From an optimization exercise on the open Yosys and OpenROAD flow, aimed at small area, a short achievable clock period and few clock cycles; shortcuts taken in it are not production practice.
Only simulation tests tie the RTL to the original design; equivalence was not proved.
Power and IR drop assume default switching activity.

<file path="run.sh">
#!/bin/bash
# synth_recipe.tcl (not shown) runs the flow's synth.tcl, then flattens the netlist and writes it again
# the make line also repeats each setting of config.mk as NAME=value (left out here)
make -C /OpenROAD-flow-scripts/flow DESIGN_CONFIG=/design/flow/config.mk WORK_HOME=/design/flow/orfs CLKGATE_MAP_FILE= SYNTH_SCRIPT=/design/flow/synth_recipe.tcl finish
</file>
<file path="config.mk">
export PLATFORM = sky130hd
export DESIGN_NAME = mml_voice
export DESIGN_NICKNAME = mml_voice
export VERILOG_FILES = /design/flow/design.v
export SDC_FILE = /design/flow/constraint.sdc
export NUM_CORES = 4
export LEC_CHECK = 0
export ABC_AREA = 1
export CAP_MARGIN = 20
export CORE_MARGIN = 2
export CORE_UTILIZATION = 40
export SETUP_SLACK_MARGIN = 5
export SLEW_MARGIN = 20
</file>
<file path="constraint.sdc">
create_clock -name core_clock -period 10.0 [get_ports {clk}]
set_input_delay 2.0000 -clock core_clock [delete_from_list [all_inputs] [get_ports {clk}]]
set_output_delay 2.0000 -clock core_clock [all_outputs]
set_load 0.01 [all_outputs]
</file>
<file path="design.v">
module mml_voice (
    input  wire        clk,
    input  wire        rst,         
    input  wire        in_valid,
    input  wire [7:0]  in_byte,
    input  wire        in_last,     
    output reg         in_ready,
    output reg         out_valid,
    input  wire        out_ready,
    output reg  [1:0]  out_kind,    
    output reg  [18:0] out_freq,    
    output reg  [28:0] out_dur,     
    output reg  [1:0]  out_fill,    
    output reg  [3:0]  out_vol,     
    output reg  [2:0]  out_err,     
    output reg         out_fg       
);
  localparam [1:0] K_TONE = 2'd0, K_END = 2'd1, K_ERR = 2'd2;
  localparam [2:0] E_MISSING_NUM = 3'd1, E_NOTE_RANGE = 3'd2,
                   E_ZERO_LEN    = 3'd3, E_ZERO_TEMPO = 3'd4,
                   E_BAD_ACC     = 3'd5, E_BAD_M      = 3'd6,
                   E_BAD_CMD     = 3'd7;
  localparam [4:0] C_SHARP = 5'd10, C_FLAT = 5'd11, C_DOT = 5'd12,
                   C_SEMI  = 5'd13, C_GT   = 5'd14, C_LT  = 5'd15,
                   C_B     = 5'd17, C_F    = 5'd21,
                   C_L     = 5'd23, C_T    = 5'd24, C_O   = 5'd25,
                   C_V     = 5'd26, C_N    = 5'd27, C_P   = 5'd28,
                   C_M     = 5'd29, C_S    = 5'd30, C_X   = 5'd31;
  localparam [3:0] U_NOP  = 4'd0,    
                   U_GT   = 4'd1,    
                   U_LT   = 4'd2,    
                   U_L    = 4'd3,
                   U_T    = 4'd4,
                   U_O    = 4'd5,
                   U_V    = 4'd6,
                   U_N    = 4'd7,
                   U_NOTE = 4'd8,    
                   U_P    = 4'd9,
                   U_M    = 4'd10,   
                   U_ERR  = 4'd11,   
                   U_SKIP = 4'd12;   
  localparam [29:0] K240 = 30'd240000000, K360 = 30'd360000000;
  function [4:0] classify(input [7:0] b);
    reg [7:0] f;
    begin
      f = (b >= 8'h61 && b <= 8'h7a) ? {b[7:6], 1'b0, b[4:0]} : b;
      if (f >= 8'h30 && f <= 8'h39) classify = {1'b0, f[3:0]};
      else case (f)
        8'h23, 8'h2b: classify = C_SHARP;
        8'h2d: classify = C_FLAT;
        8'h2e: classify = C_DOT;
        8'h3b: classify = C_SEMI;
        8'h3e: classify = C_GT;
        8'h3c: classify = C_LT;
        8'h41, 8'h42, 8'h43, 8'h44, 8'h45, 8'h46, 8'h47:
               classify = {2'b10, f[2:0] - 3'd1};
        8'h4c: classify = C_L;
        8'h54: classify = C_T;
        8'h4f: classify = C_O;
        8'h56: classify = C_V;
        8'h4e: classify = C_N;
        8'h50: classify = C_P;
        8'h4d: classify = C_M;
        8'h53: classify = C_S;
        default: classify = C_X;
      endcase
    end
  endfunction
  reg [4:0] b_cls;
  reg       b_last;
  reg       b_valid;
  reg [4:0] s_cls;
  reg       s_last;
  reg       s_valid;
  wire [4:0] in_cls = classify(in_byte);
  reg [2:0]  oct;
  reg [2:0]  coct;        
  reg [15:0] len_n;
  reg [2:0]  len_k_n;     
  reg        len_p2_n;    
  reg [1:0]  speed;
  reg [3:0]  vol;
  reg        fg;
  reg [27:0] q240;        
  reg [28:0] q360;        
  reg [3:0]  cmd;
  reg        str_done;    
  reg        fresh;       
  reg [3:0]  semi;        
  reg [15:0] num;
  reg        have_num;
  reg        have_len;    
  reg        dotted;
  reg        divt;        
  reg        divl;        
  reg [4:0]  dcnt;
  reg        endq;        
  reg [2:0]  errc;        
  wire       is_digit = !b_cls[4] && (b_cls[3:0] <= 4'd9);
  wire       is_sharp = (b_cls == C_SHARP);
  wire       is_flat  = (b_cls == C_FLAT);
  wire       is_dot   = (b_cls == C_DOT);
  wire [15:0] num_x10d = {num[12:0], 3'b000} + {num[14:0], 1'b0} + {12'd0, b_cls[3:0]};
  wire        num_sat  = (num > 16'd6553) || (num == 16'd6553 && b_cls[3:0] > 4'd5);
  wire [15:0] num_next = num_sat ? 16'hffff : num_x10d;
  reg cont;
  always @(*) begin
    case (cmd)
      U_L, U_T, U_O, U_V: cont = is_digit;
      U_N, U_P:           cont = !dotted && (is_digit || is_dot);
      U_NOTE:             cont = (fresh && (is_sharp || is_flat)) ||
                                 (!dotted && (is_digit || is_dot));
      U_M:                cont = 1'b1;
      default:            cont = 1'b0;
    endcase
  end
  function [3:0] pow2_k(input [15:0] x);    
    reg [3:0] any1, two1;
    reg [1:0] any2, two2;
    reg       any3, two3;
    integer   j;
    begin
      for (j = 0; j < 4; j = j + 1) begin
        any1[j] = x[2*j] | x[2*j+1];
        two1[j] = x[2*j] & x[2*j+1];
      end
      for (j = 0; j < 2; j = j + 1) begin
        any2[j] = any1[2*j] | any1[2*j+1];
        two2[j] = two1[2*j] | two1[2*j+1] | (any1[2*j] & any1[2*j+1]);
      end
      any3 = any2[0] | any2[1];
      two3 = two2[0] | two2[1] | (any2[0] & any2[1]);
      pow2_k[3] = any3 & !two3 & (x[15:8] == 8'd0);
      pow2_k[0] = x[1] | x[3] | x[5] | x[7];
      pow2_k[1] = x[2] | x[3] | x[6] | x[7];
      pow2_k[2] = x[4] | x[5] | x[6] | x[7];
    end
  endfunction
  wire [3:0]  num_pk   = pow2_k(num);
  wire [15:0] len_sel  = have_len ? num : len_n;
  wire        len_pow2 = have_len ? num_pk[3]   : len_p2_n;
  wire [2:0]  len_k    = have_len ? num_pk[2:0] : len_k_n;
  wire [28:0] q_sel     = dotted ? q360 : {1'b0, q240};
  wire [28:0] dur_shift = q_sel >> len_k;
  wire [6:0]  u_note   = coct * 7'd12 + {3'd0, semi};
  wire [6:0]  u_sel    = (cmd == U_N) ? num[6:0] : (cmd == U_P) ? 7'd0 : u_note;
  wire [18:0] rom_freq;
  mml_freq_rom u_rom (.u(u_sel), .freq_chz(rom_freq));
  wire [3:0]  tone_vol = ((cmd == U_N) && (num[6:0] == 7'd0)) ? 4'd0 : vol;
  function [3:0] base_semi1(input [2:0] l);
    case (l)
      3'd0: base_semi1 = 4'd10;   
      3'd1: base_semi1 = 4'd12;   
      3'd2: base_semi1 = 4'd1;    
      3'd3: base_semi1 = 4'd3;    
      3'd4: base_semi1 = 4'd5;    
      3'd5: base_semi1 = 4'd6;    
      default: base_semi1 = 4'd8;  
    endcase
  endfunction
  reg [4:0]  t_cnt0;
  reg [15:0] t_rema0, t_remb0;
  always @(*) begin
    if (num[15:12] != 4'd0) begin
      t_cnt0 = 5'd16; t_rema0 = K240 >> 17; t_remb0 = K360 >> 17;
    end else if (num[11:8] != 4'd0) begin
      t_cnt0 = 5'd20; t_rema0 = K240 >> 21; t_remb0 = K360 >> 21;
    end else if (num[7] != 1'b0) begin
      t_cnt0 = 5'd21; t_rema0 = K240 >> 22; t_remb0 = K360 >> 22;
    end else if (num[6] != 1'b0) begin
      t_cnt0 = 5'd22; t_rema0 = K240 >> 23; t_remb0 = K360 >> 23;
    end else if (num[5] != 1'b0) begin
      t_cnt0 = 5'd23; t_rema0 = K240 >> 24; t_remb0 = K360 >> 24;
    end else begin
      t_cnt0 = 5'd28; t_rema0 = 16'd0;      t_remb0 = 16'd0;
    end
  end
  function [16:0] step1(input [15:0] r, input b, input [15:0] d);
    reg [16:0] t;
    reg [17:0] sd;
    reg        q;
    begin
      t  = {r, b};
      sd = {1'b0, t} - {2'b00, d};
      q  = !sd[17];
      step1 = {q, q ? sd[15:0] : t[15:0]};
    end
  endfunction
  wire        a_b   = divt ? K240[dcnt] : out_dur[28];
  wire [16:0] st_a  = step1(out_freq[15:0], a_b, len_sel);
  wire [16:0] st_b  = step1(out_dur[15:0], K360[dcnt], num);
  wire busy = divl || (divt && dcnt != 5'd0);
  always @(*) begin
    in_ready = !s_valid;
    out_err  = out_vol[2:0];    
  end
  reg        w_consume;    
  reg        w_start;      
  reg        w_skip;       
  reg        w_tone;
  reg        w_end;
  reg        w_err;
  reg        w_fin;        
  reg        w_tdiv;       
  reg        w_ldiv;       
  reg [2:0]  err_code;
  always @(*) begin
    w_consume = 1'b0;
    w_start   = 1'b0;
    w_skip    = 1'b0;
    w_tone    = 1'b0;
    w_end     = 1'b0;
    w_err     = 1'b0;
    w_fin     = 1'b0;
    w_tdiv    = 1'b0;
    w_ldiv    = 1'b0;
    err_code  = errc;
    if (!busy) begin
      case (cmd)
        U_SKIP: w_consume = b_valid;
        U_ERR: begin
          w_err  = 1'b1;
          w_skip = !str_done && b_valid;
        end
        default: begin
          if (str_done || (b_valid && !cont)) begin
            w_fin = 1'b1;
            case (cmd)
              U_L: begin
                if (!have_num)     begin w_fin = 1'b0; err_code = E_MISSING_NUM; end
                else if (num == 0) begin w_fin = 1'b0; err_code = E_ZERO_LEN; end
              end
              U_T: begin
                if (!have_num)     begin w_fin = 1'b0; err_code = E_MISSING_NUM; end
                else if (num == 0) begin w_fin = 1'b0; err_code = E_ZERO_TEMPO; end
              end
              U_O, U_V: begin
                if (!have_num)     begin w_fin = 1'b0; err_code = E_MISSING_NUM; end
              end
              U_N: begin
                if (!have_num)          begin w_fin = 1'b0; err_code = E_MISSING_NUM; end
                else if (num > 16'd84)  begin w_fin = 1'b0; err_code = E_NOTE_RANGE; end
              end
              U_NOTE, U_P: begin
                if (have_num && num == 0) begin w_fin = 1'b0; err_code = E_ZERO_LEN; end
              end
              U_M: begin w_fin = 1'b0; err_code = E_BAD_M; end
              default: ;
            endcase
            if (!w_fin) begin
              w_err  = 1'b1;
              w_skip = !str_done;
            end else if (cmd == U_T) begin
              w_tdiv = 1'b1;                  
            end else if (cmd == U_N || cmd == U_NOTE || cmd == U_P) begin
              if (len_pow2) begin
                w_tone  = 1'b1;
                w_start = b_valid;
              end else begin
                w_ldiv = 1'b1;
              end
            end else begin
              w_end   = str_done;
              w_start = b_valid;
            end
          end else begin
            w_consume = b_valid;
          end
        end
      endcase
    end
  end
  wire needs_out = w_tone || w_end || w_err || w_tdiv || w_ldiv;
  wire go        = !(needs_out && (endq || (out_valid && !out_ready)));
  wire start     = w_start && go;
  wire go_skip   = w_skip && go;
  wire consume   = (w_consume || w_start || w_skip) && go;
  wire emit_tone = w_tone && go;
  wire emit_end  = w_end && go;
  wire emit_err  = w_err && go;
  wire fin       = w_fin && go;
  wire tdiv      = w_tdiv && go;
  wire ldiv      = w_ldiv && go;
  always @(posedge clk) begin
    if (consume) begin
      if (s_valid) begin
        b_cls   <= s_cls;
        b_last  <= s_last;
        s_valid <= 1'b0;
      end else begin
        b_valid <= in_valid;
        b_cls   <= in_cls;
        b_last  <= in_last;
      end
    end else if (!b_valid) begin
      b_valid <= in_valid;
      b_cls   <= in_cls;
      b_last  <= in_last;
    end else if (!s_valid) begin
      s_valid <= in_valid;
      s_cls   <= in_cls;
      s_last  <= in_last;
    end
    if (out_valid && out_ready) begin
      if (endq) begin
        out_kind <= K_END;
        endq     <= 1'b0;
      end else begin
        out_valid <= 1'b0;
      end
    end
    if (emit_tone) begin
      out_valid <= 1'b1;
      out_kind  <= K_TONE;
      out_freq  <= rom_freq;
      out_dur   <= dur_shift;
      out_fill  <= speed;
      out_vol   <= tone_vol;
      out_fg    <= fg;          
      endq      <= str_done;
    end
    if (emit_end) begin
      out_valid <= 1'b1;
      out_kind  <= K_END;
      out_fg    <= fg;
    end
    if (emit_err) begin
      out_valid      <= 1'b1;
      out_kind       <= K_ERR;
      out_vol[2:0]   <= err_code;
      out_fg         <= fg;
    end
    if (fin) begin
      case (cmd)
        U_GT: coct <= (coct == 3'd6) ? 3'd6 : coct + 3'd1;
        U_LT: coct <= (coct == 3'd0) ? 3'd0 : coct - 3'd1;
        U_L: begin
          len_n    <= num;
          len_k_n  <= num_pk[2:0];
          len_p2_n <= num_pk[3];
        end
        U_O: begin
          oct  <= (num > 16'd6) ? 3'd6 : num[2:0];
          coct <= (num > 16'd6) ? 3'd6 : num[2:0];
        end
        U_V: vol <= (num > 16'd15) ? 4'd15 : num[3:0];
        U_N, U_NOTE, U_P: if (!ldiv) coct <= oct;
        default: ;
      endcase
    end
    if ((emit_tone || emit_end) && !start) begin
      cmd      <= U_NOP;
      str_done <= 1'b0;
    end
    if (emit_err) begin
      if (str_done) begin
        cmd      <= U_NOP;
        str_done <= 1'b0;
      end else if (!go_skip) begin
        cmd <= U_SKIP;
      end
    end
    if (go_skip) begin
      cmd      <= b_last ? U_NOP : U_SKIP;
      str_done <= 1'b0;
    end
    if (cmd == U_SKIP && consume && b_last) cmd <= U_NOP;
    if (start) begin
      str_done <= b_last;
      num      <= 16'd0;
      have_num <= 1'b0;
      have_len <= 1'b0;
      dotted   <= 1'b0;
      fresh    <= 1'b0;
      casez (b_cls)
        C_SEMI: cmd <= U_NOP;
        C_GT:   cmd <= U_GT;
        C_LT:   cmd <= U_LT;
        C_L:    cmd <= U_L;
        C_T:    cmd <= U_T;
        C_O:    cmd <= U_O;
        C_V:    cmd <= U_V;
        C_N:    cmd <= U_N;
        C_P:    cmd <= U_P;
        C_M:    cmd <= U_M;
        5'b10000, 5'b10001, 5'b10010, 5'b10011, 5'b10100, 5'b10101, 5'b10110: begin
          cmd   <= U_NOTE;
          semi  <= base_semi1(b_cls[2:0]);
          fresh <= 1'b1;
        end
        default: begin
          cmd  <= U_ERR;
          errc <= E_BAD_CMD;
        end
      endcase
    end
    if (consume && !start && !go_skip && cmd != U_SKIP) begin
      str_done <= b_last;
      fresh    <= 1'b0;
      if (cmd == U_M) begin
        case (b_cls)
          C_N: begin speed <= 2'd0; cmd <= U_NOP; end
          C_L: begin speed <= 2'd1; cmd <= U_NOP; end
          C_S: begin speed <= 2'd2; cmd <= U_NOP; end
          C_F: begin fg    <= 1'b1; cmd <= U_NOP; end
          C_B: begin fg    <= 1'b0; cmd <= U_NOP; end
          default: begin cmd <= U_ERR; errc <= E_BAD_M; end
        endcase
      end else if (is_digit) begin
        num      <= num_next;
        have_num <= 1'b1;
        have_len <= (cmd != U_N);
      end else if (is_dot) begin
        dotted <= 1'b1;
      end else begin
        if ((is_flat && (semi == 4'd1 || semi == 4'd6)) ||
            (is_sharp && (semi == 4'd5 || semi == 4'd12))) begin
          cmd  <= U_ERR;
          errc <= E_BAD_ACC;
        end else begin
          semi <= is_flat ? semi - 4'd1 : semi + 4'd1;
        end
      end
    end
    if (tdiv) begin
      divt           <= 1'b1;
      dcnt           <= t_cnt0;
      out_freq[15:0] <= t_rema0;
      out_dur[15:0]  <= t_remb0;
      q240           <= 28'd0;
      q360           <= 29'd0;
      cmd            <= U_NOP;
    end
    if (divt) begin
      out_freq[15:0] <= st_a[15:0];
      out_dur[15:0]  <= st_b[15:0];
      q240           <= {q240[26:0], st_a[16]};
      q360           <= {q360[27:0], st_b[16]};
      dcnt           <= dcnt - 5'd1;
      if (dcnt == 5'd0) divt <= 1'b0;
    end
    if (ldiv) begin
      divl           <= 1'b1;
      dcnt           <= 5'd28;
      out_freq[15:0] <= 16'd0;
      out_dur        <= q_sel;
    end
    if (divl) begin
      out_freq[15:0] <= st_a[15:0];
      out_dur        <= {out_dur[27:0], st_a[16]};
      dcnt           <= dcnt - 5'd1;
      if (dcnt == 5'd0) begin
        divl      <= 1'b0;
        out_valid <= 1'b1;
        out_kind  <= K_TONE;
        out_freq  <= rom_freq;
        out_fill  <= speed;
        out_vol   <= tone_vol;
        out_fg    <= fg;
        endq      <= str_done;
        coct      <= oct;
        cmd       <= U_NOP;
        str_done  <= 1'b0;
      end
    end
    if (rst) begin
      b_valid   <= 1'b0;
      s_valid   <= 1'b0;
      oct       <= 3'd4;
      coct      <= 3'd4;
      len_n     <= 16'd4;
      len_k_n   <= 3'd2;
      len_p2_n  <= 1'b1;
      speed     <= 2'd0;
      vol       <= 4'd15;
      fg        <= 1'b1;
      q240      <= 28'd2000000;
      q360      <= 29'd3000000;
      cmd       <= U_NOP;
      str_done  <= 1'b0;
      divt      <= 1'b0;
      divl      <= 1'b0;
      out_valid <= 1'b0;
      endq      <= 1'b0;
    end
  end
endmodule
module mml_freq_rom (
    input  wire [6:0]  u,
    output reg  [18:0] freq_chz
);
  always @(*) begin
    case (u)
      7'd1: freq_chz = 19'd1635;
      7'd2: freq_chz = 19'd1732;
      7'd3: freq_chz = 19'd1835;
      7'd4: freq_chz = 19'd1945;
      7'd5: freq_chz = 19'd2060;
      7'd6: freq_chz = 19'd2183;
      7'd7: freq_chz = 19'd2312;
      7'd8: freq_chz = 19'd2450;
      7'd9: freq_chz = 19'd2596;
      7'd10: freq_chz = 19'd2750;
      7'd11: freq_chz = 19'd2914;
      7'd12: freq_chz = 19'd3087;
      7'd13: freq_chz = 19'd3270;
      7'd14: freq_chz = 19'd3465;
      7'd15: freq_chz = 19'd3671;
      7'd16: freq_chz = 19'd3889;
      7'd17: freq_chz = 19'd4120;
      7'd18: freq_chz = 19'd4365;
      7'd19: freq_chz = 19'd4625;
      7'd20: freq_chz = 19'd4900;
      7'd21: freq_chz = 19'd5191;
      7'd22: freq_chz = 19'd5500;
      7'd23: freq_chz = 19'd5827;
      7'd24: freq_chz = 19'd6174;
      7'd25: freq_chz = 19'd6541;
      7'd26: freq_chz = 19'd6930;
      7'd27: freq_chz = 19'd7342;
      7'd28: freq_chz = 19'd7778;
      7'd29: freq_chz = 19'd8241;
      7'd30: freq_chz = 19'd8731;
      7'd31: freq_chz = 19'd9250;
      7'd32: freq_chz = 19'd9800;
      7'd33: freq_chz = 19'd10383;
      7'd34: freq_chz = 19'd11000;
      7'd35: freq_chz = 19'd11654;
      7'd36: freq_chz = 19'd12347;
      7'd37: freq_chz = 19'd13081;
      7'd38: freq_chz = 19'd13859;
      7'd39: freq_chz = 19'd14683;
      7'd40: freq_chz = 19'd15556;
      7'd41: freq_chz = 19'd16481;
      7'd42: freq_chz = 19'd17461;
      7'd43: freq_chz = 19'd18500;
      7'd44: freq_chz = 19'd19600;
      7'd45: freq_chz = 19'd20765;
      7'd46: freq_chz = 19'd22000;
      7'd47: freq_chz = 19'd23308;
      7'd48: freq_chz = 19'd24694;
      7'd49: freq_chz = 19'd26163;
      7'd50: freq_chz = 19'd27718;
      7'd51: freq_chz = 19'd29366;
      7'd52: freq_chz = 19'd31113;
      7'd53: freq_chz = 19'd32963;
      7'd54: freq_chz = 19'd34923;
      7'd55: freq_chz = 19'd36999;
      7'd56: freq_chz = 19'd39200;
      7'd57: freq_chz = 19'd41530;
      7'd58: freq_chz = 19'd44000;
      7'd59: freq_chz = 19'd46616;
      7'd60: freq_chz = 19'd49388;
      7'd61: freq_chz = 19'd52325;
      7'd62: freq_chz = 19'd55437;
      7'd63: freq_chz = 19'd58733;
      7'd64: freq_chz = 19'd62225;
      7'd65: freq_chz = 19'd65926;
      7'd66: freq_chz = 19'd69846;
      7'd67: freq_chz = 19'd73999;
      7'd68: freq_chz = 19'd78399;
      7'd69: freq_chz = 19'd83061;
      7'd70: freq_chz = 19'd88000;
      7'd71: freq_chz = 19'd93233;
      7'd72: freq_chz = 19'd98777;
      7'd73: freq_chz = 19'd104650;
      7'd74: freq_chz = 19'd110873;
      7'd75: freq_chz = 19'd117466;
      7'd76: freq_chz = 19'd124451;
      7'd77: freq_chz = 19'd131851;
      7'd78: freq_chz = 19'd139691;
      7'd79: freq_chz = 19'd147998;
      7'd80: freq_chz = 19'd156798;
      7'd81: freq_chz = 19'd166122;
      7'd82: freq_chz = 19'd176000;
      7'd83: freq_chz = 19'd186466;
      7'd84: freq_chz = 19'd197553;
      default: freq_chz = 19'd0;
    endcase
  end
endmodule
</file>
==> flow_metrics.env, run 1 <==
export IMPL_first_global_vias=16200
export IMPL_port_buffers=74
export IMPL_synth_common_cells="749 x nand2_1, 273 x inv_1, 263 x o21ai_0"
export IMPL_avgRoutedWirePerCell_um=17.8
export IMPL_clock_path_buffers=3
export IMPL_cts_setup_buffers=0
export IMPL_hpwl_um=41900
export IMPL_ys_ff_latch=202
export IMPL_hold_path_class="register to register"
export IMPL_hold_violations=0
export IMPL_cts_repair_resize_count=0
export IMPL_clock_sinks=202
export IMPL_synth_most_common_cell="nand2_1"
export IMPL_dieHeight_um=208
export IMPL_vias_per_cell=5.59
export IMPL_final_max_slew_viol_count=0
export IMPL_skew_ps=26.2
export IMPL_synth_enable_flop_cells=62
export IMPL_async_reset_ff_frac=0
export IMPL_area_growth_pct=12.3
export IMPL_p_comb_frac=0.625
export IMPL_power_mw=6.39
export IMPL_path_clk_slew_ps=60
export IMPL_crit_type="primary input to register"
export IMPL_max_freq_ghz=0.229
export IMPL_holdCritStartpoint="out_freq[18]"
export IMPL_clk_latency_ps=570
export IMPL_nFillCells=4292
export IMPL_yosysTopAreaCell="nand2_1"
export IMPL_cts_hold_buf=0
export IMPL_drt_first_pass_iters=6
export IMPL_die_area_um2=43100
export IMPL_finalSetupViolations=0
export IMPL_cap_violations=0
export IMPL_final_nets=2705
export IMPL_power_frac_clock=0.158
export IMPL_cts_tree="done"
export IMPL_cp_arrival_ps=4620
export IMPL_ys_seq_area_frac=0.281
export IMPL_row_count=74
export IMPL_start_util=0.406
export IMPL_swShare=0.516
export IMPL_antenna_left=0
export IMPL_fin_hold_ws_ps=432
export IMPL_outcome="complete, no violations"
export IMPL_fin_setup_tns_ps=0
export IMPL_drc=0
export IMPL_instances_no_fill=3144
export IMPL_synthesis_nets=2691
export IMPL_antenna_cells=0
export IMPL_gp_congestion=0.934
export IMPL_switching_power_mw=3.30
export IMPL_cp_max_fo=18
export IMPL_synth_distinct_cells=63
export IMPL_antenna_found_initial=0
export IMPL_cts_buffers=26
export IMPL_overflow=0
export IMPL_grt_start_max_net_pins=64
export IMPL_synth_warnings=2
export IMPL_synth_area_um2=16600
export IMPL_synth_top_area_share=0.170
export IMPL_ir_drop_mv=0.167
export IMPL_core_area_um2=40800
export IMPL_worstSetupEndpointType="register"
export IMPL_layout_drive_gt1_share=0.0540
export IMPL_die_x_um=208
export IMPL_synth_top_cells_by_area="nand2_1 17%, dfxtp_1 17%, edfxtp_1 11%"
export IMPL_post_route_period_util=0.437
export IMPL_start_kind="primary input"
export IMPL_first_iter_violations=1613
export IMPL_dp_cells=3095
export IMPL_seqPwrFrac=0.216
export IMPL_cts_htree_levels=1
export IMPL_wirelength_um=55900
export IMPL_tightest_slew_ps=957
export IMPL_avgSynthCellArea_um2=6.43
export IMPL_grt_first_pass_wirelength_um=88400
export IMPL_critPathLaunch="out_ready"
export IMPL_p_per_area_nw_per_um2=343
export IMPL_num_vias=17600
export IMPL_ys_flop_type="dfxtp_1"
export IMPL_grt_use_total=0.250
export IMPL_slew_headroom=0.362
export IMPL_critPathRequiredTime_ps=10240
export IMPL_rr_startpoint="dcnt[0]"
export IMPL_syn_inst=2578
export IMPL_root_buffer="clkbuf_16"
export IMPL_internal_power_mw=3.09
export IMPL_period_needed_ps=4370
export IMPL_rsz0062_at_grt="no"
export IMPL_io_pins=75
export IMPL_leakage_nw=8.37
==> power groups by stage <==
stage / clock network (mW) / logic [mW] / registers, mW
5_1_grt: 1.06 / 4.47 / 1.40
6_report: 1.01 / 3.99 / 1.38
3_3_place_gp: 0 / 3.91 / 1.39
2_1_floorplan: 0 / 2.78 / 1.32
4_1_cts: 1.03 / 3.93 / 1.37
3_5_place_dp: 0 / 3.91 / 1.39
==> final cells by class <==
type,count,area (um^2),area share
sequential,202,4670,0.251
tap,532,666,0.0358
multi-input combinational,1976,10300,0.555
clock buffer,39,791,0.0425
clock inverter,9,155,0.00834
timing repair buffer,95,901,0.0484
inverter,291,1100,0.0590
==> registers in the layout, summed over array words and instances (netlist names), 3 cells and up <==
name	flops
out_dur	29
q360	29
q240	28
out_freq	19
len_n	16
num	16
b_cls	5
dcnt	5
s_cls	5
cmd	4
out_vol	4
semi	4
vol	4
coct	3
errc	3
len_k_n	3
oct	3
==> critical path, cell delays in order <==
cell and delay, ps:
clkdlybuf4s50_1 480, nand2_1 90, a21oi_1 260, inv_1 120, nand2_4 240, nand2_4 200
nand2_4 170, nor2_2 90, nand2_1 570, buf_4 380
==> placed cells by master (no fill, tap or decap), drive strengths merged, types with 9 or more instances in the layout <==
cell type	count
nand2	769
o21ai	303
inv	289
a21oi	197
nor2	190
dfxtp	140
nand3	137
ha	94
clkdlybuf4s50	73
edfxtp	62
o211ai	45
clkbuf	39
nor3	29
nand4	26
xor2	24
o22ai	23
buf	22
a31oi	16
xnor2	11
or2	9
o21bai	9
mux2i	9
==> routing by layer <==
layer	GRT usage	vias up	share of wire
li1	-	8665	-
met1	0.356	8152	0.47
met2	0.384	644	0.43
met3	0.0360	105	0.069
met4	0.0926	0	0.039
met5	0	-	0
==> metrics by stage <==
stage / setup slack (ps) / utilization / cell area (um^2)
6_report: 5630 / 0.456 / 18600
5_1_grt: 5290 / 0.456 / 18600
4_1_cts: 5680 / 0.455 / 18600
3_5_place_dp: 5090 / 0.432 / 17600
3_3_place_gp: 5170 / 0.432 / 17600
2_1_floorplan: 6150 / - / 16600
==> logic make-up after synthesis <==
family | share of synthesized area
buffers and inverters | 0.0959
adder cells (fa/ha/maj) | 0.0782
AND/OR/NAND/NOR | 0.297
multiplexers | 0.00747
flip-flops | 0.281
XOR/XNOR | 0.0185
AO/OA/AOI/OAI | 0.222
==> worst paths after layout <==
path	endpoint	slack, ps	cells after the start
setup / recovery	out_freq[7]	5630	10
hold reg to reg	out_freq[18]	430	2
hold / removal	out_freq[18]	430	2
setup reg to reg	out_freq[7]	5650	18
Testbench counts, summed over its fixed seeds: cycles 18,967.
==> run 2, diff against run 1 <==
--- a/design.v
+++ b/design.v
@@ -90,11 +90,14 @@
   reg [15:0] num;
   reg        have_num;
   reg        have_len;    
+  reg        is_n;        
   reg        dotted;
   reg        divt;        
   reg        divl;        
+  reg        stall;       
   reg [4:0]  dcnt;
   reg        endq;        
+  reg [17:0] freq_r;      
   reg [2:0]  errc;        
   wire       is_digit = !b_cls[4] && (b_cls[3:0] <= 4'd9);
   wire       is_sharp = (b_cls == C_SHARP);
@@ -143,10 +146,10 @@
   wire [28:0] q_sel     = dotted ? q360 : {1'b0, q240};
   wire [28:0] dur_shift = q_sel >> len_k;
   wire [6:0]  u_note   = coct * 7'd12 + {3'd0, semi};
-  wire [6:0]  u_sel    = (cmd == U_N) ? num[6:0] : (cmd == U_P) ? 7'd0 : u_note;
+  wire [6:0]  u_sel    = is_n ? num[6:0] : (cmd == U_P) ? 7'd0 : u_note;
   wire [18:0] rom_freq;
   mml_freq_rom u_rom (.u(u_sel), .freq_chz(rom_freq));
-  wire [3:0]  tone_vol = ((cmd == U_N) && (num[6:0] == 7'd0)) ? 4'd0 : vol;
+  wire [3:0]  tone_vol = (is_n && (num[6:0] == 7'd0)) ? 4'd0 : vol;
   function [3:0] base_semi1(input [2:0] l);
     case (l)
       3'd0: base_semi1 = 4'd10;   
@@ -187,11 +190,12 @@
     end
   endfunction
   wire        a_b   = divt ? K240[dcnt] : out_dur[28];
-  wire [16:0] st_a  = step1(out_freq[15:0], a_b, len_sel);
+  wire [16:0] st_a  = step1(freq_r[15:0], a_b, len_sel);
   wire [16:0] st_b  = step1(out_dur[15:0], K360[dcnt], num);
-  wire busy = divl || (divt && dcnt != 5'd0);
+  wire busy = stall;
   always @(*) begin
     in_ready = !s_valid;
+    out_freq = {1'b0, freq_r};
     out_err  = out_vol[2:0];    
   end
   reg        w_consume;    
@@ -312,7 +316,7 @@
     if (emit_tone) begin
       out_valid <= 1'b1;
       out_kind  <= K_TONE;
-      out_freq  <= rom_freq;
+      freq_r    <= rom_freq[17:0];
       out_dur   <= dur_shift;
       out_fill  <= speed;
       out_vol   <= tone_vol;
@@ -372,6 +376,7 @@
       have_len <= 1'b0;
       dotted   <= 1'b0;
       fresh    <= 1'b0;
+      is_n     <= (b_cls == C_N);
       casez (b_cls)
         C_SEMI: cmd <= U_NOP;
         C_GT:   cmd <= U_GT;
@@ -424,36 +429,40 @@
     end
     if (tdiv) begin
       divt           <= 1'b1;
+      stall          <= 1'b1;
       dcnt           <= t_cnt0;
-      out_freq[15:0] <= t_rema0;
+      freq_r[15:0] <= t_rema0;
       out_dur[15:0]  <= t_remb0;
       q240           <= 28'd0;
       q360           <= 29'd0;
       cmd            <= U_NOP;
     end
     if (divt) begin
-      out_freq[15:0] <= st_a[15:0];
+      freq_r[15:0] <= st_a[15:0];
       out_dur[15:0]  <= st_b[15:0];
       q240           <= {q240[26:0], st_a[16]};
       q360           <= {q360[27:0], st_b[16]};
       dcnt           <= dcnt - 5'd1;
+      if (dcnt == 5'd1) stall <= 1'b0;    
       if (dcnt == 5'd0) divt <= 1'b0;
     end
     if (ldiv) begin
       divl           <= 1'b1;
+      stall          <= 1'b1;
       dcnt           <= 5'd28;
-      out_freq[15:0] <= 16'd0;
+      freq_r[15:0] <= 16'd0;
       out_dur        <= q_sel;
     end
     if (divl) begin
-      out_freq[15:0] <= st_a[15:0];
+      freq_r[15:0] <= st_a[15:0];
       out_dur        <= {out_dur[27:0], st_a[16]};
       dcnt           <= dcnt - 5'd1;
       if (dcnt == 5'd0) begin
         divl      <= 1'b0;
+        stall     <= 1'b0;
         out_valid <= 1'b1;
         out_kind  <= K_TONE;
-        out_freq  <= rom_freq;
+        freq_r    <= rom_freq[17:0];
         out_fill  <= speed;
         out_vol   <= tone_vol;
         out_fg    <= fg;
@@ -480,6 +489,7 @@
       str_done  <= 1'b0;
       divt      <= 1'b0;
       divl      <= 1'b0;
+      stall     <= 1'b0;
       out_valid <= 1'b0;
       endq      <= 1'b0;
     end
==> flow/run.sh (new file) <==
#!/bin/bash
set -euo pipefail
bash standard.sh synth > synth.log 2>&1
bash standard.sh SETUP_SLACK_MARGIN=7.5 "BUFFER_PORTS_ARGS=-buffer_cell sky130_fd_sc_hd__buf_1" finish > layout.log 2>&1
==> standard.sh (new file) <==
#!/bin/bash
# synth_recipe.tcl (not shown) runs the flow's synth.tcl, then flattens the netlist and writes it again
# the make line also repeats each setting of config.mk as NAME=value (left out here)
make -C /OpenROAD-flow-scripts/flow DESIGN_CONFIG=/design/flow/config.mk WORK_HOME=/design/flow/orfs CLKGATE_MAP_FILE= SYNTH_SCRIPT=/design/flow/synth_recipe.tcl "${@:-finish}"
--- a/config.mk
+++ b/config.mk
@@ -9,5 +9,4 @@
 export CAP_MARGIN = 20
 export CORE_MARGIN = 2
 export CORE_UTILIZATION = 40
-export SETUP_SLACK_MARGIN = 5
 export SLEW_MARGIN = 20
removed: run.sh
==> run 2 against run 1 <==
Effect of this change: hold slack improved by 25 ps; via count grew 15%; die area decreased by 0.90%; utilization rose by 16 points; largest power group unchanged; critical path depth up 13; critical endpoint is now out_dur[10].
==> flow_metrics.env, run 2 <==
export IMPL_die_area_um2=42700
export IMPL_place_ws_ps=5740
export IMPL_synth_area_um2=16400
export IMPL_cts_tree="done"
export IMPL_layout_drive_gt1_share=0.364
export IMPL_num_vias=20300
export IMPL_period_needed_ps=3500
export IMPL_dpl_cell_area_um2=17600
export IMPL_finalSetupViolations=0
export IMPL_skew_ps=20.0
export IMPL_fin_hold_ws_ps=457
export IMPL_r2r_cells=23
export IMPL_io_pins=75
export IMPL_use_met1=0.424
export IMPL_root_buffer="clkbuf_16"
export IMPL_reg_largest_list="out_dur: 29 flops, q360: 29 flops, q240: 28 flops"
export IMPL_synth_top_cells_by_area="nand2_1 17%, dfxtp_1 17%, edfxtp_1 12%"
export IMPL_avgRoutedWirePerCell_um=20.8
export IMPL_ys_seq_area_frac=0.286
export IMPL_muxShareOfSynthArea=0.00556
export IMPL_synthAdderAreaFrac=0.0789
export IMPL_clock_path_buffers=3
export IMPL_finalWorstSetupSlack_ps=6500
export IMPL_layout_commonest_cell="nand2_1"
export IMPL_ir_drop_mv=0.191
export IMPL_synth_enable_flop_cells=63
export IMPL_p_per_area_nw_per_um2=333
export IMPL_cp_max_fo=6
export IMPL_synth_common_cells="757 x nand2_1, 299 x o21ai_0, 247 x inv_1"
export IMPL_start_kind="register"
export IMPL_cts_htree_levels=1
export IMPL_final_max_slew_viol_count=0
export IMPL_post_route_period_util=0.350
export IMPL_worstSetupEndpointType="register"
export IMPL_antenna_found_initial=0
export IMPL_ys_flop_type="dfxtp_1"
export IMPL_hpwl_um=43100
export IMPL_synth_most_common_cell="nand2_1"
export IMPL_drt_first_pass_iters=8
export IMPL_critPathRequiredTime_ps=10300
export IMPL_port_buffers=73
export IMPL_hold_violations=0
export IMPL_final_area_um2=25000
export IMPL_tightest_slew_ps=1340
export IMPL_slew_headroom=0.104
export IMPL_synth_distinct_cells=60
export IMPL_met3_usage=0.0620
export IMPL_path_clk_slew_ps=60
export IMPL_area_growth_pct=52.1
export IMPL_fin_setup_tns_ps=0
export IMPL_crit_type="register to register"
export IMPL_synth_compound_area_frac=0.224
export IMPL_final_nets=3032
export IMPL_whs_path_depth=2
export IMPL_dieHeight_um=207
export IMPL_nFillCells=3477
export IMPL_max_freq_ghz=0.286
export IMPL_synthXorXnorAreaFrac=0.0197
export IMPL_outcome="complete, no violations"
export IMPL_grt_busiest_layer="met2"
export IMPL_overflow=0
export IMPL_drc=0
export IMPL_core_area_um2=40600
export IMPL_antenna_left=0
export IMPL_start_util=0.404
export IMPL_grt_first_pass_wirelength_um=104000
export IMPL_cts_hold_buf=0
export IMPL_syn_inst=2556
export IMPL_grt_use_total=0.310
export IMPL_first_global_vias=18400
export IMPL_async_reset_ff_frac=0
export IMPL_met2_usage=0.474
export IMPL_avgSynthCellArea_um2=6.42
export IMPL_clock_sinks=203
export IMPL_rrSetupSlack_ps=6500
export IMPL_grt_start_max_net_pins=77
export IMPL_cp_arrival_ps=3800
export IMPL_gp_congestion=0.968
export IMPL_clk_latency_ps=560
export IMPL_wirelength_um=72100
export IMPL_hold_path_class="register to register"
export IMPL_final_cell_mix="608 x nand2_1, 213 x buf_4, 190 x inv_1, 166 x o21ai_0, 137 x a21oi_1"
export IMPL_dp_cells=3066
export IMPL_die_x_um=207
export IMPL_row_count=74
export IMPL_instances_no_fill=3470
export IMPL_synthesis_nets=2669
export IMPL_cts_buffers=25
export IMPL_synth_top_area_share=0.173
export IMPL_ys_ff_latch=203
export IMPL_leakage_nw=10.9
export IMPL_synth_top_family_by_area="simple AND/OR/NAND/NOR gates"
export IMPL_antenna_cells=0
export IMPL_synth_warnings=2
export IMPL_first_iter_violations=2326
export IMPL_vias_per_cell=5.84
export IMPL_synth_simple_area_share=0.297
export IMPL_cap_violations=0
export IMPL_rsz0062_at_grt="yes"
export IMPL_yosysTopAreaCell="nand2_1"
## run 2: cell types whose count changed in the layout (fill, tap and decap cells not counted), moves of 57 or more
cell,previous run,this run
a21oi_2,1,58
o21ai_2,2,67
buf_4,20,213
o21ai_0,263,166
clkdlybuf4s50_1,73,0
nand2_1,749,608
a21oi_1,196,137
nand2_2,12,84
buf_6,0,94
inv_1,272,190
## run 2: worst max-delay path, cell delays in order (launching register included)
cell      delay, ps
edfxtp_1        420
buf_6           140
buf_6           120
ha_1            180
nand2_1          60
inv_1            50
o21ai_2         140
a32oi_2         100
ha_2            240
fa_2            380
nor2_2          110
o21ai_2         100
nand2_2         100
nand2_1          70
nand2_1          80
a21oi_2          70
o21ai_2         190
nand2_1         100
nand3_1          80
nand3_1         100
o211ai_1        160
nand3_1         120
nand2_1          80
nand2_1          50
## run 2: path summary, 6_finish.rpt
path             from     endpoint
max reg2reg   dcnt[0]  out_dur[10]
min          speed[0]  out_fill[0]
min reg2reg  speed[0]  out_fill[0]
max           dcnt[0]  out_dur[10]
## run 2: cell families (layout without fill, tap and decap cells)
| family | after synthesis | count (layout) |
|---|---|---|
| AOI/OAI and AO/OA | 660 | 661 |
| other | 1 | 1 |
| muxes | 9 | 9 |
| adders and majority gates | 100 | 100 |
| xor gates and xnor gates | 37 | 37 |
| DFF | 203 | 203 |
| and+or+nand+nor | 1179 | 1194 |
| buffers and inverters | 367 | 733 |
## run 2: final cells by class
class,instances,area (um^2),area share
multi-input combinational,2002,13300,0.532
clock buffer,33,707,0.0283
inverter,257,1230,0.0494
timing repair buffer,410,3980,0.159
tap,532,666,0.0267
timing repair inverter,20,277,0.0111
clock inverter,13,82.6,0.00331
sequential,203,4760,0.191
## run 2: routing by layer
metal	vias up	wire (um)
met5	-	0
met4	0	3520
met3	231	7090
met2	1076	31800
met1	9583	29700
li1	9378	-
## run 2: per-stage QoR
| stage | power, mW | util |
|---|---|---|
| after floorplan | 4.08 | - |
| after global placement | 5.11 | 0.433 |
| after detailed placement | 5.11 | 0.433 |
| after CTS | 7.17 | 0.549 |
| after global routing | 8.77 | 0.614 |
| final | 8.31 | 0.614 |
## run 2: what timing repair did
item / 4_1_cts / 5_1_grt
setup buffers: 204 / 106
gates cloned: 33 / 15
gates resized for setup: 541 / 448
pin swaps: 116 / 175
setup endpoints to repair: 323 / 324
## run 2: power breakdown
part / internal [mW] / switching, mW
registers: 1.13 / 0.225
logic: 2.42 / 3.64
clock network: 0.500 / 0.392
total: 4.05 / 4.26
Testbench counts of run 2, summed over its fixed seeds: cycles 18,967.
==> run 3, diff against run 2 <==
==> flow/run.sh (replaced) <==
#!/bin/bash
set -euo pipefail
bash standard.sh synth > synth.log 2>&1
bash standard.sh SETUP_SLACK_MARGIN=6.8 "BUFFER_PORTS_ARGS=-buffer_cell sky130_fd_sc_hd__buf_2" finish > layout.log 2>&1
==> run 3 against run 2 <==
Effect of this change: synthesized cell count unchanged; fmax grew 3.8%; critical path type unchanged; design area decreased by 18%; clock skew shrank 1.7 ps; largest power group unchanged; global-route usage is 2.9 points lower.
==> flow_metrics.env, run 3 <==
export IMPL_avgSynthCellArea_um2=6.42
export IMPL_multiInputGateArea_um2=11300
export IMPL_ys_ff_latch=203
export IMPL_clk_latency_ps=550
export IMPL_area_growth_pct=24.6
export IMPL_synth_top_cells_by_area="nand2_1 17%, dfxtp_1 17%, edfxtp_1 12%"
export IMPL_row_count=74
export IMPL_yosysTopAreaCell="nand2_1"
export IMPL_wirelength_um=62400
export IMPL_synth_area_um2=16400
export IMPL_layout_commonest_cell="nand2_1"
export IMPL_rr_startpoint="dcnt[2]"
export IMPL_grt_start_max_net_pins=82
export IMPL_cts_buffers=25
export IMPL_instances_no_fill=3251
export IMPL_slew_headroom=0.380
export IMPL_num_vias=18600
export IMPL_seq_area_um2=4730
export IMPL_io_pins=75
export IMPL_synth_enable_flop_cells=63
export IMPL_dieHeight_um=207
export IMPL_period_needed_ps=3370
export IMPL_synth_common_cells="757 x nand2_1, 299 x o21ai_0, 247 x inv_1"
export IMPL_ys_flop_type="dfxtp_1"
export IMPL_first_iter_violations=2202
export IMPL_rsz0062_at_grt="yes"
export IMPL_path_clk_slew_ps=70
export IMPL_synth_top_area_share=0.173
export IMPL_avgRoutedWirePerCell_um=19.2
export IMPL_cts_htree_levels=1
export IMPL_ys_seq_area_frac=0.286
export IMPL_reg_largest_list="out_dur: 29 flops, q360: 29 flops, q240: 28 flops"
export IMPL_antenna_found_initial=0
export IMPL_critPathLaunch="dcnt[2]"
export IMPL_crit_type="register to register"
export IMPL_port_buffers=73
export IMPL_outcome="complete, no violations"
export IMPL_worstPathCellList="inv_1 > ha_4 > a21oi_2 > o211ai_1 > o211a_1 > inv_2 > ha_4 > inv_2 > fa_2 > nand3_2 > nand2_2 > nand2_1 > o211ai_1 > a21o_1 > a21oi_2 > xor2_1 > nand2_1 > o21ai_2 > nor2_1 > a21oi_1 > nand2_1"
export IMPL_cts_tree="done"
export IMPL_syn_inst=2556
export IMPL_grt_first_pass_wirelength_um=94400
export IMPL_drc=0
export IMPL_synthesis_nets=2669
export IMPL_clock_path_buffers=3
export IMPL_hpwl_um=42800
export IMPL_max_freq_ghz=0.296
export IMPL_first_global_vias=16800
export IMPL_vias_per_cell=5.72
export IMPL_r2r_cells=21
export IMPL_clock_sinks=203
export IMPL_nFillCells=4021
export IMPL_worstSetupEndpointType="register"
export IMPL_cp_max_fo=7
export IMPL_start_kind="register"
export IMPL_rrSetupSlack_ps=6630
export IMPL_layout_drive_gt1_share=0.196
export IMPL_start_util=0.404
export IMPL_cts_hold_buf=0
export IMPL_overflow=0
export IMPL_gp_congestion=0.947
export IMPL_ir_drop_mv=0.132
export IMPL_fin_setup_tns_ps=0
export IMPL_slowest_delay_ps=490
export IMPL_finalSetupViolations=0
export IMPL_die_x_um=207
export IMPL_final_nets=2813
export IMPL_grt_use_total=0.280
export IMPL_tightest_slew_ps=927
export IMPL_crit_end="freq_r[10]"
export IMPL_die_area_um2=42700
export IMPL_leakage_nw=9.22
export IMPL_skew_ps=18.2
export IMPL_core_area_um2=40600
export IMPL_final_cell_mix="714 x nand2_1, 238 x o21ai_0, 209 x inv_1, 191 x a21oi_1, 151 x nor2_1"
export IMPL_antenna_cells=0
export IMPL_drt_first_pass_iters=8
export IMPL_root_buffer="clkbuf_16"
export IMPL_critPathRequiredTime_ps=10310
export IMPL_cap_violations=0
export IMPL_final_max_slew_viol_count=0
export IMPL_antenna_left=0
export IMPL_async_reset_ff_frac=0
export IMPL_post_route_period_util=0.337
export IMPL_r2r_end="freq_r[10]"
export IMPL_hold_violations=0
export IMPL_cp_arrival_ps=3680
export IMPL_cpMaxStageDelayCell="edfxtp_1"
export IMPL_cp_common_cell="nand2_1"
export IMPL_hold_path_class="register to register"
export IMPL_synth_distinct_cells=60
export IMPL_synth_most_common_cell="nand2_1"
export IMPL_dp_cells=3069
export IMPL_p_per_area_nw_per_um2=339
export IMPL_synth_warnings=2
export IMPL_final_core_util=0.503
-- run 3: cell types whose count changed in the layout (fill, tap and decap cells not counted), moves of 41 or more --
| cell | before | now |
|---|---|---|
| buf_4 | 213 | 114 |
| buf_6 | 94 | 14 |
| nand2_4 | 58 | 17 |
| o21ai_0 | 166 | 238 |
| buf_2 | 8 | 70 |
| a21oi_2 | 58 | 11 |
| a21oi_1 | 137 | 191 |
| nand2_1 | 608 | 714 |
| nand2_2 | 84 | 30 |
-- run 3: final cells by class --
| class | count | area share |
|---|---|---|
| Tap cell | 532 | 0.0325 |
| Multi-Input combinational cell | 1991 | 0.554 |
| Timing Repair inverter | 7 | 0.00226 |
| Timing Repair Buffer | 215 | 0.0845 |
| Clock inverter | 8 | 0.00465 |
| Inverter | 257 | 0.0525 |
| Clock buffer | 38 | 0.0390 |
| Sequential cell | 203 | 0.231 |
-- run 3: routing by layer --
| metal | global-route usage | share of wire | vias to the layer above |
|---|---|---|---|
| met2 | 0.430 | 0.43 | 901 |
| met5 | 0 | 0 | - |
| li1 | - | - | 8910 |
| met3 | 0.0463 | 0.085 | 155 |
| met4 | 0.0936 | 0.038 | 0 |
| met1 | 0.398 | 0.45 | 8631 |
-- run 3: worst min path at each step --
| stage | startpoint | endpoint | cells after the start |
|---|---|---|---|
| 2_1_floorplan | fresh | fresh | 2 |
| 3_3_place_gp | fresh | fresh | 2 |
| 3_5_place_dp | out_fill[0] | out_fill[0] | 2 |
| 4_1_cts | len_n[0] | len_n[0] | 2 |
| 5_1_grt | len_n[0] | len_n[0] | 2 |
| 6_report | out_fill[1] | out_fill[1] | 2 |
-- run 3: logic make-up (layout without fill, tap and decap cells) --
group / count (synthesis) / after routing / synth area share
mux: 9 / 9 / 0.00556
fa+ha+maj: 100 / 100 / 0.0789
xor+xnor: 37 / 37 / 0.0197
buf+inv: 367 / 525 / 0.0889
compound gates: 660 / 661 / 0.224
simple gates: 1179 / 1183 / 0.297
flops: 203 / 203 / 0.286
other cells: 1 / 1 / 0.000228
-- run 3: worst max-delay path: cells and delay by family, from the launching register on --
family / cells / cell delay, ps
AO/OA/AOI/OAI: 8 / 1060
adder cells (fa/ha/maj): 3 / 680
AND/OR/NAND/NOR: 6 / 410
buffers and inverters: 3 / 310
flip-flops: 1 / 490
XOR/XNOR: 1 / 180
-- run 3: repair_timing --
| action | CTS | global route |
|---|---|---|
| cloned | 11 | 5 |
| endpoints found under the setup margin | 230 | 170 |
| pin swaps | 52 | 50 |
| resized for setup | 195 | 134 |
| buffers inserted | 74 | 46 |
-- run 3: per-stage QoR --
step | total power, mW | hold WS, ps | cell area, um^2 | worst slack [ps]
floorplan | 3.96 | 419 | 16700 | 6470
finish | 6.94 | 450 | 20500 | 6630
CTS | 6.56 | 452 | 19600 | 6630
detailed placement | 5.03 | 443 | 17300 | 5580
global route | 7.44 | 467 | 20500 | 6440
global placement | 5.04 | 432 | 17300 | 5590
-- run 3: where the power goes --
| group | switching [mW] | internal (mW) |
|---|---|---|
| registers | 0.199 | 1.12 |
| logic | 2.97 | 1.66 |
| clock network | 0.386 | 0.600 |
| total | 3.56 | 3.39 |
==> run 4, diff against run 3 <==
==> run.sh (new file) <==
#!/bin/bash
# synth_recipe.tcl (not shown) runs the flow's synth.tcl, then flattens the netlist and writes it again
# the make line also repeats each setting of config.mk as NAME=value (left out here)
make -C /OpenROAD-flow-scripts/flow DESIGN_CONFIG=/design/flow/config.mk WORK_HOME=/design/flow/orfs CLKGATE_MAP_FILE= SYNTH_SCRIPT=/design/flow/synth_recipe.tcl finish
--- a/config.mk
+++ b/config.mk
@@ -9,4 +9,5 @@
 export CAP_MARGIN = 20
 export CORE_MARGIN = 2
 export CORE_UTILIZATION = 40
+export SETUP_SLACK_MARGIN = 5
 export SLEW_MARGIN = 20
removed: flow/run.sh
removed: standard.sh
==> run 4 against run 3 <==
Effect of this change: sequential share of layout area is 2.4 points higher; clock power hardly changed; flip-flop and latch count stayed put; design area fell by 10%; critical endpoint is now out_dur[28]; largest power group unchanged.
==> flow_metrics.env, run 4 <==
export IMPL_outcome="complete, no violations"
export IMPL_rsz0062_at_grt="no"
export IMPL_skew_ps=19.8
export IMPL_hold_violations=0
export IMPL_hold_path_class="register to register"
export IMPL_cts_repair_resize_count=0
export IMPL_clock_sinks=203
export IMPL_fin_setup_tns_ps=0
export IMPL_critPathRequiredTime_ps=10190
export IMPL_grt_first_pass_wirelength_um=89400
export IMPL_drt_first_pass_iters=5
export IMPL_syn_inst=2556
export IMPL_yosysTopAreaCell="nand2_1"
export IMPL_final_cell_mix="757 x nand2_1, 299 x o21ai_0, 247 x inv_1, 206 x a21oi_1, 176 x nor2_1"
export IMPL_crit_type="primary input to register"
export IMPL_cts_htree_levels=1
export IMPL_cp_arrival_ps=4850
export IMPL_worstSetupEndpointType="register"
export IMPL_holdCritStartpoint="out_fill[1]"
export IMPL_die_area_um2=42700
export IMPL_rr_startpoint="num[0]"
export IMPL_avgRoutedWirePerCell_um=18.1
export IMPL_grt_use_total=0.263
export IMPL_synth_top_area_share=0.173
export IMPL_post_route_period_util=0.466
export IMPL_antenna_left=0
export IMPL_first_iter_violations=2069
export IMPL_tightest_slew_ps=1000
export IMPL_io_pins=75
export IMPL_ys_flop_type="dfxtp_1"
export IMPL_dieHeight_um=207
export IMPL_finalSetupViolations=0
export IMPL_layout_commonest_cell="nand2_1"
export IMPL_cts_buffers=25
export IMPL_finalWorstSetupSlack_ps=5340
export IMPL_row_count=74
export IMPL_place_ws_ps=4830
export IMPL_cap_violations=0
export IMPL_rrSetupSlack_ps=5560
export IMPL_antenna_found_initial=0
export IMPL_synth_enable_flop_cells=63
export IMPL_leakage_nw=8.29
export IMPL_hpwl_um=42400
export IMPL_synth_common_cells="757 x nand2_1, 299 x o21ai_0, 247 x inv_1"
export IMPL_synthesis_nets=2669
export IMPL_overflow=0
export IMPL_drc=0
export IMPL_gp_congestion=0.935
export IMPL_area_growth_pct=12.1
export IMPL_cts_hold_buf=0
export IMPL_ys_seq_area_frac=0.286
export IMPL_core_area_um2=40600
export IMPL_start_kind="primary input"
export IMPL_path_clk_slew_ps=60
export IMPL_clk_latency_ps=570
export IMPL_period_needed_ps=4660
export IMPL_hold_end="out_fill[1]"
export IMPL_synth_top_cells_by_area="nand2_1 17%, dfxtp_1 17%, edfxtp_1 12%"
export IMPL_start_util=0.404
export IMPL_r2r_end="out_dur[28]"
export IMPL_final_max_slew_viol_count=0
export IMPL_synth_warnings=2
export IMPL_cp_max_fo=23
export IMPL_slew_headroom=0.330
export IMPL_antenna_cells=0
export IMPL_root_buffer="clkbuf_16"
export IMPL_clock_path_buffers=3
export IMPL_cts_setup_buffers=0
export IMPL_first_global_vias=16000
export IMPL_num_vias=17600
export IMPL_avgSynthCellArea_um2=6.42
export IMPL_final_nets=2679
export IMPL_synth_distinct_cells=60
export IMPL_synth_most_common_cell="nand2_1"
export IMPL_layout_drive_gt1_share=0.0433
export IMPL_ir_drop_mv=0.144
export IMPL_nFillCells=4237
export IMPL_cts_tree="done"
export IMPL_grt_start_max_net_pins=82
export IMPL_ys_ff_latch=203
export IMPL_async_reset_ff_frac=0
export IMPL_synth_area_um2=16400
export IMPL_max_freq_ghz=0.215
export IMPL_wirelength_um=56400
export IMPL_p_per_area_nw_per_um2=335
export IMPL_port_buffers=73
export IMPL_whs_path_depth=2
export IMPL_die_x_um=207
export IMPL_vias_per_cell=5.63
export IMPL_r2r_cells=15
export IMPL_reg_largest_list="out_dur: 29 flops, q360: 29 flops, q240: 28 flops"
[run 4: stage by stage]
step                cell area [um^2]   util  total power, mW  hold WS (ps)  std cells
floorplan                      16400      -             3.92           419       2556
global placement               17500  0.430             5.02           432       3070
detailed placement             17500  0.430             5.05           453       3070
CTS                            18400  0.452             6.08           447       3115
global route                   18400  0.453             6.68           478       3116
finish                         18400  0.453             6.16           459       3116
[run 4: logic make-up (layout without fill, tap and decap cells)]
logic type                 Yosys count  in the layout  share of synthesized area
buffers and inverters              367            395                     0.0889
other                                1              1                   0.000228
adders and majority gates          100            100                     0.0789
AOI/OAI and AO/OA                  660            660                      0.224
DFF                                203            203                      0.286
and+or+nand+nor                   1179           1179                      0.297
xor gates and xnor gates            37             37                     0.0197
muxes                                9              9                    0.00556
[run 4: worst max path at each step]
| stage | to | startpoint | depth (start not counted) | slack (ps) |
|---|---|---|---|---|
| finish | out_dur[28] | out_ready | 8 | 5340 |
| global route | out_dur[12] | out_ready | 13 | 5140 |
| CTS | out_dur[28] | out_ready | 8 | 5390 |
| detailed placement | out_dur[28] | out_ready | 8 | 4830 |
| global placement | out_dur[22] | out_ready | 8 | 4900 |
| floorplan | freq_r[0] | out_ready | 9 | 6130 |
[run 4: layout make-up]
type                            count  area, um^2  share of cell area
Inverter                          257         965              0.0524
Timing Repair Buffer               93         896              0.0487
Clock buffer                       28         657              0.0357
Sequential cell                   203        4700               0.255
Clock inverter                     17         243              0.0132
Multi-Input combinational cell   1986       10300               0.559
Tap cell                          532         666              0.0362
[run 4: routing by layer]
metal | global-route usage | routed length, um | vias to the layer above
met5 | 0 | 0 | -
met4 | 0.0594 | 1260 | 0
met3 | 0.0314 | 4320 | 87
met2 | 0.396 | 24100 | 731
met1 | 0.397 | 26800 | 8143
li1 | - | - | 8594
[run 4: power breakdown]
group	internal, mW	switching [mW]	total, mW
Combinational	1.26	2.57	3.83
Sequential	1.12	0.210	1.33
Clock	0.607	0.397	1.00
Total	2.98	3.18	6.16
[run 4: worst max-delay path, cell delays in order]
cell	delay (ps)
clkdlybuf4s50_1	500
nand2_1	70
a21oi_1	340
nand2_1	110
buf_4	230
nand2_1	410
inv_1	540
nand2_1	630
==> run 5, diff against run 4 <==
==> flow/run.sh (new file) <==
#!/bin/bash
set -euo pipefail
bash standard.sh synth > synth.log 2>&1
bash standard.sh SETUP_SLACK_MARGIN=6.5 "BUFFER_PORTS_ARGS=-buffer_cell sky130_fd_sc_hd__buf_2" finish > layout.log 2>&1
==> standard.sh (new file) <==
#!/bin/bash
# synth_recipe.tcl (not shown) runs the flow's synth.tcl, then flattens the netlist and writes it again
# the make line also repeats each setting of config.mk as NAME=value (left out here)
make -C /OpenROAD-flow-scripts/flow DESIGN_CONFIG=/design/flow/config.mk WORK_HOME=/design/flow/orfs CLKGATE_MAP_FILE= SYNTH_SCRIPT=/design/flow/synth_recipe.tcl "${@:-finish}"
--- a/config.mk
+++ b/config.mk
@@ -9,5 +9,5 @@
 export CAP_MARGIN = 20
 export CORE_MARGIN = 2
 export CORE_UTILIZATION = 40
-export SETUP_SLACK_MARGIN = 5
+export CTS_BUF_LIST = sky130_fd_sc_hd__clkbuf_4 sky130_fd_sc_hd__clkbuf_8
 export SLEW_MARGIN = 20
removed: run.sh
==> run 5 against run 4 <==
Effect of this change: still clean on timing, DRC and antenna; sequential power barely moved; hold slack got worse by 10 ps; clock skew up 14 ps; largest power group unchanged.
==> flow_metrics.env, run 5 <==
export IMPL_outcome="complete, no violations"
export IMPL_switching_power_mw=3.37
export IMPL_final_core_util=0.470
export IMPL_crit_family="simple AND/OR/NAND/NOR gates"
export IMPL_dieHeight_um=207
export IMPL_first_iter_violations=2091
export IMPL_synth_enable_flop_cells=63
export IMPL_cp_max_fo=37
export IMPL_root_buffer="clkbuf_8"
export IMPL_cts_tree="done"
export IMPL_io_pins=75
export IMPL_antenna_left=0
export IMPL_internal_power_mw=3.04
export IMPL_synth_top_family_by_area="simple AND/OR/NAND/NOR gates"
export IMPL_die_x_um=207
export IMPL_reg_largest_list="out_dur: 29 flops, q360: 29 flops, q240: 28 flops"
export IMPL_ir_drop_mv=0.134
export IMPL_port_buffers=73
export IMPL_power_frac_clock=0.144
export IMPL_clock_path_buffers=3
export IMPL_rsz0062_at_grt="yes"
export IMPL_layout_drive_gt1_share=0.142
export IMPL_synth_compound_area_frac=0.224
export IMPL_start_kind="register"
export IMPL_worstPathCellList="inv_1 > ha_1 > nand2_1 > nor2_1 > nand2_1 > nand2_4 > clkinvlp_4 > nand2_1 > o21ai_0 > o21ai_0 > nor2_1 > o21ai_0 > o21ai_0 > o21ai_0 > nand2_1 > nand2_1 > nand2_1"
export IMPL_finalSetupViolations=0
export IMPL_path_depth=17
export IMPL_antenna_found_initial=0
export IMPL_wirelength_um=58700
export IMPL_row_count=74
export IMPL_ys_flop_type="dfxtp_1"
export IMPL_first_global_vias=16400
export IMPL_ys_ff_latch=203
export IMPL_r2r_cells=17
export IMPL_start_util=0.404
export IMPL_synth_warnings=2
export IMPL_drc=0
export IMPL_cp_common_cell="nand2_1"
export IMPL_hold_path_class="register to register"
export IMPL_hold_violations=0
export IMPL_worstSetupEndpointType="register"
export IMPL_final_nets=2743
export IMPL_fin_setup_tns_ps=0
export IMPL_whs_path_depth=2
export IMPL_final_cell_mix="732 x nand2_1, 269 x o21ai_0, 226 x inv_1, 194 x a21oi_1, 165 x nor2_1"
export IMPL_cts_buffers=39
export IMPL_p_comb_frac=0.650
export IMPL_seqPwrFrac=0.206
export IMPL_synthesis_nets=2669
export IMPL_muxShareOfSynthArea=0.00556
export IMPL_fin_hold_ws_ps=449
export IMPL_layout_commonest_cell="nand2_1"
export IMPL_synthXorXnorAreaFrac=0.0197
export IMPL_avgRoutedWirePerCell_um=18.4
export IMPL_async_reset_ff_frac=0
export IMPL_period_needed_ps=3450
export IMPL_final_max_slew_viol_count=0
export IMPL_cts_hold_buf=0
export IMPL_num_vias=18000
export IMPL_clock_sinks=203
export IMPL_post_route_period_util=0.345
export IMPL_cts_htree_levels=2
export IMPL_slew_headroom=0.454
export IMPL_dp_cells=3070
export IMPL_synth_top_area_share=0.173
export IMPL_clk_latency_ps=610
export IMPL_grt_first_pass_wirelength_um=90200
export IMPL_grt_start_max_net_pins=82
export IMPL_critPathRequiredTime_ps=10350
export IMPL_grt_use_total=0.268
export IMPL_gp_congestion=0.945
export IMPL_ys_seq_area_frac=0.286
export IMPL_synth_top_cells_by_area="nand2_1 17%, dfxtp_1 17%, edfxtp_1 12%"
export IMPL_synth_distinct_cells=60
export IMPL_avgSynthCellArea_um2=6.42
export IMPL_cap_violations=0
export IMPL_path_clk_slew_ps=60
export IMPL_instances_no_fill=3193
export IMPL_synth_common_cells="757 x nand2_1, 299 x o21ai_0, 247 x inv_1"
export IMPL_drt_first_pass_iters=6
export IMPL_synthAdderAreaFrac=0.0789
export IMPL_cpMaxStageDelayCell="dfxtp_2"
export IMPL_core_area_um2=40600
export IMPL_die_area_um2=42700
export IMPL_overflow=0
export IMPL_tightest_slew_ps=811
export IMPL_synth_area_um2=16400
export IMPL_dpl_cell_area_um2=17200
export IMPL_crit_type="register to register"
export IMPL_cp_arrival_ps=3800
export IMPL_yosysTopAreaCell="nand2_1"
export IMPL_skew_ps=33.6
export IMPL_max_freq_ghz=0.290
export IMPL_synth_most_common_cell="nand2_1"
export IMPL_final_area_um2=19100
export IMPL_hpwl_um=42500
export IMPL_vias_per_cell=5.64
export IMPL_syn_inst=2556
export IMPL_slowest_delay_ps=400
export IMPL_p_per_area_nw_per_um2=335
export IMPL_synth_simple_area_share=0.297
export IMPL_crit_buf_inv=2
export IMPL_area_growth_pct=16.4
export IMPL_swShare=0.525
export IMPL_leakage_nw=8.63
run 5: cell counts after synthesis:
Identical to the previous run, type by type.
run 5: what timing repair did:
item,4_1_cts,5_1_grt
cloned,2,4
resized for setup,83,96
pin swaps,13,31
setup endpoints to repair,177,135
setup buffers,15,30
run 5: layout make-up:
type | count | area [um^2]
clock inverter | 14 | 129
timing repair inverter | 2 | 15.0
timing repair buffer | 139 | 985
tap | 532 | 666
multi-input combinational | 1988 | 10900
clock buffer | 57 | 722
sequential | 203 | 4710
antenna | 1 | 2.50
fill | 4220 | 21500
inverter | 257 | 1030
run 5: logic make-up after synthesis:
logic type,after synthesis
XOR/XNOR,37
adder cells (fa/ha/maj),100
flip-flops,203
buffers and inverters,367
multiplexers,9
AND/OR/NAND/NOR,1179
AO/OA/AOI/OAI,660
other,1
run 5: power groups by stage:
stage	combinational, mW	sequential (mW)	clock (mW)
6_report	4.17	1.32	0.922
3_5_place_dp	3.65	1.33	0
2_1_floorplan	2.64	1.28	0
3_3_place_gp	3.66	1.33	0
4_1_cts	3.83	1.31	0.937
5_1_grt	4.60	1.34	0.973
run 5: final timing paths:
path               start     endpoint  slack [ps]
max               num[1]   out_dur[4]        6550
min          out_fill[1]  out_fill[1]         450
max reg2reg       num[1]   out_dur[4]        6550
min reg2reg  out_fill[1]  out_fill[1]         450
run 5: metrics by stage:
stage / total power, mW / setup slack [ps]
6_report: 6.41 / 6550
5_1_grt: 6.91 / 6380
4_1_cts: 6.08 / 6470
3_5_place_dp: 4.98 / 5170
3_3_place_gp: 4.98 / 5250
2_1_floorplan: 3.92 / 6460
run 5: tightest hold or removal path, stage by stage, from the launching register on:
cell,delay [ps]
dfxtp_1,310
nand2_1,60
nand2_1,40
run 5: routing by layer:
metal	wire [um]	track usage	vias up
li1	-	-	8762
met5	0	0	-
met2	25200	0.407	791
met4	1930	0.0913	0
met3	4850	0.0416	115
met1	26700	0.385	8353

## separate check: timing with driven ports
How much do the figures lean on ideal ports? The routed layouts below were timed once more, with nothing changed but the port constraints. Step 1, drivers: a clkbuf_16 drives clk and a buf_2 each remaining input, both assumed. Step 2 times the ports against the registers' clock, not the clock port: input delays grow and output delays shrink by t, the midpoint of the rising clock arrivals with the driver on. Slacks: ideal ports / drivers / drivers and shift; pairs: ideal ports / drivers.
run | shift t [ns] | setup slack, ns | worst data-port slew with drivers (ns)
run 1 | 0.613 | 5.625 / 5.646 / 5.042 | 0.03
run 2 | 0.602 | 6.500 / 6.500 / 6.111 | 0.06
run 3 | 0.597 | 6.627 / 6.627 / 6.116 | 0.06
run 4 | 0.608 | 5.344 / 5.375 / 4.767 | 0.03
run 5 | 0.648 | 6.548 / 6.548 / 5.979 | 0.04
After both steps every run listed still meets setup and hold. The setup slack of run 1, which loses most, moves by +0.021 ns with the drivers and by -0.583 ns with both steps.
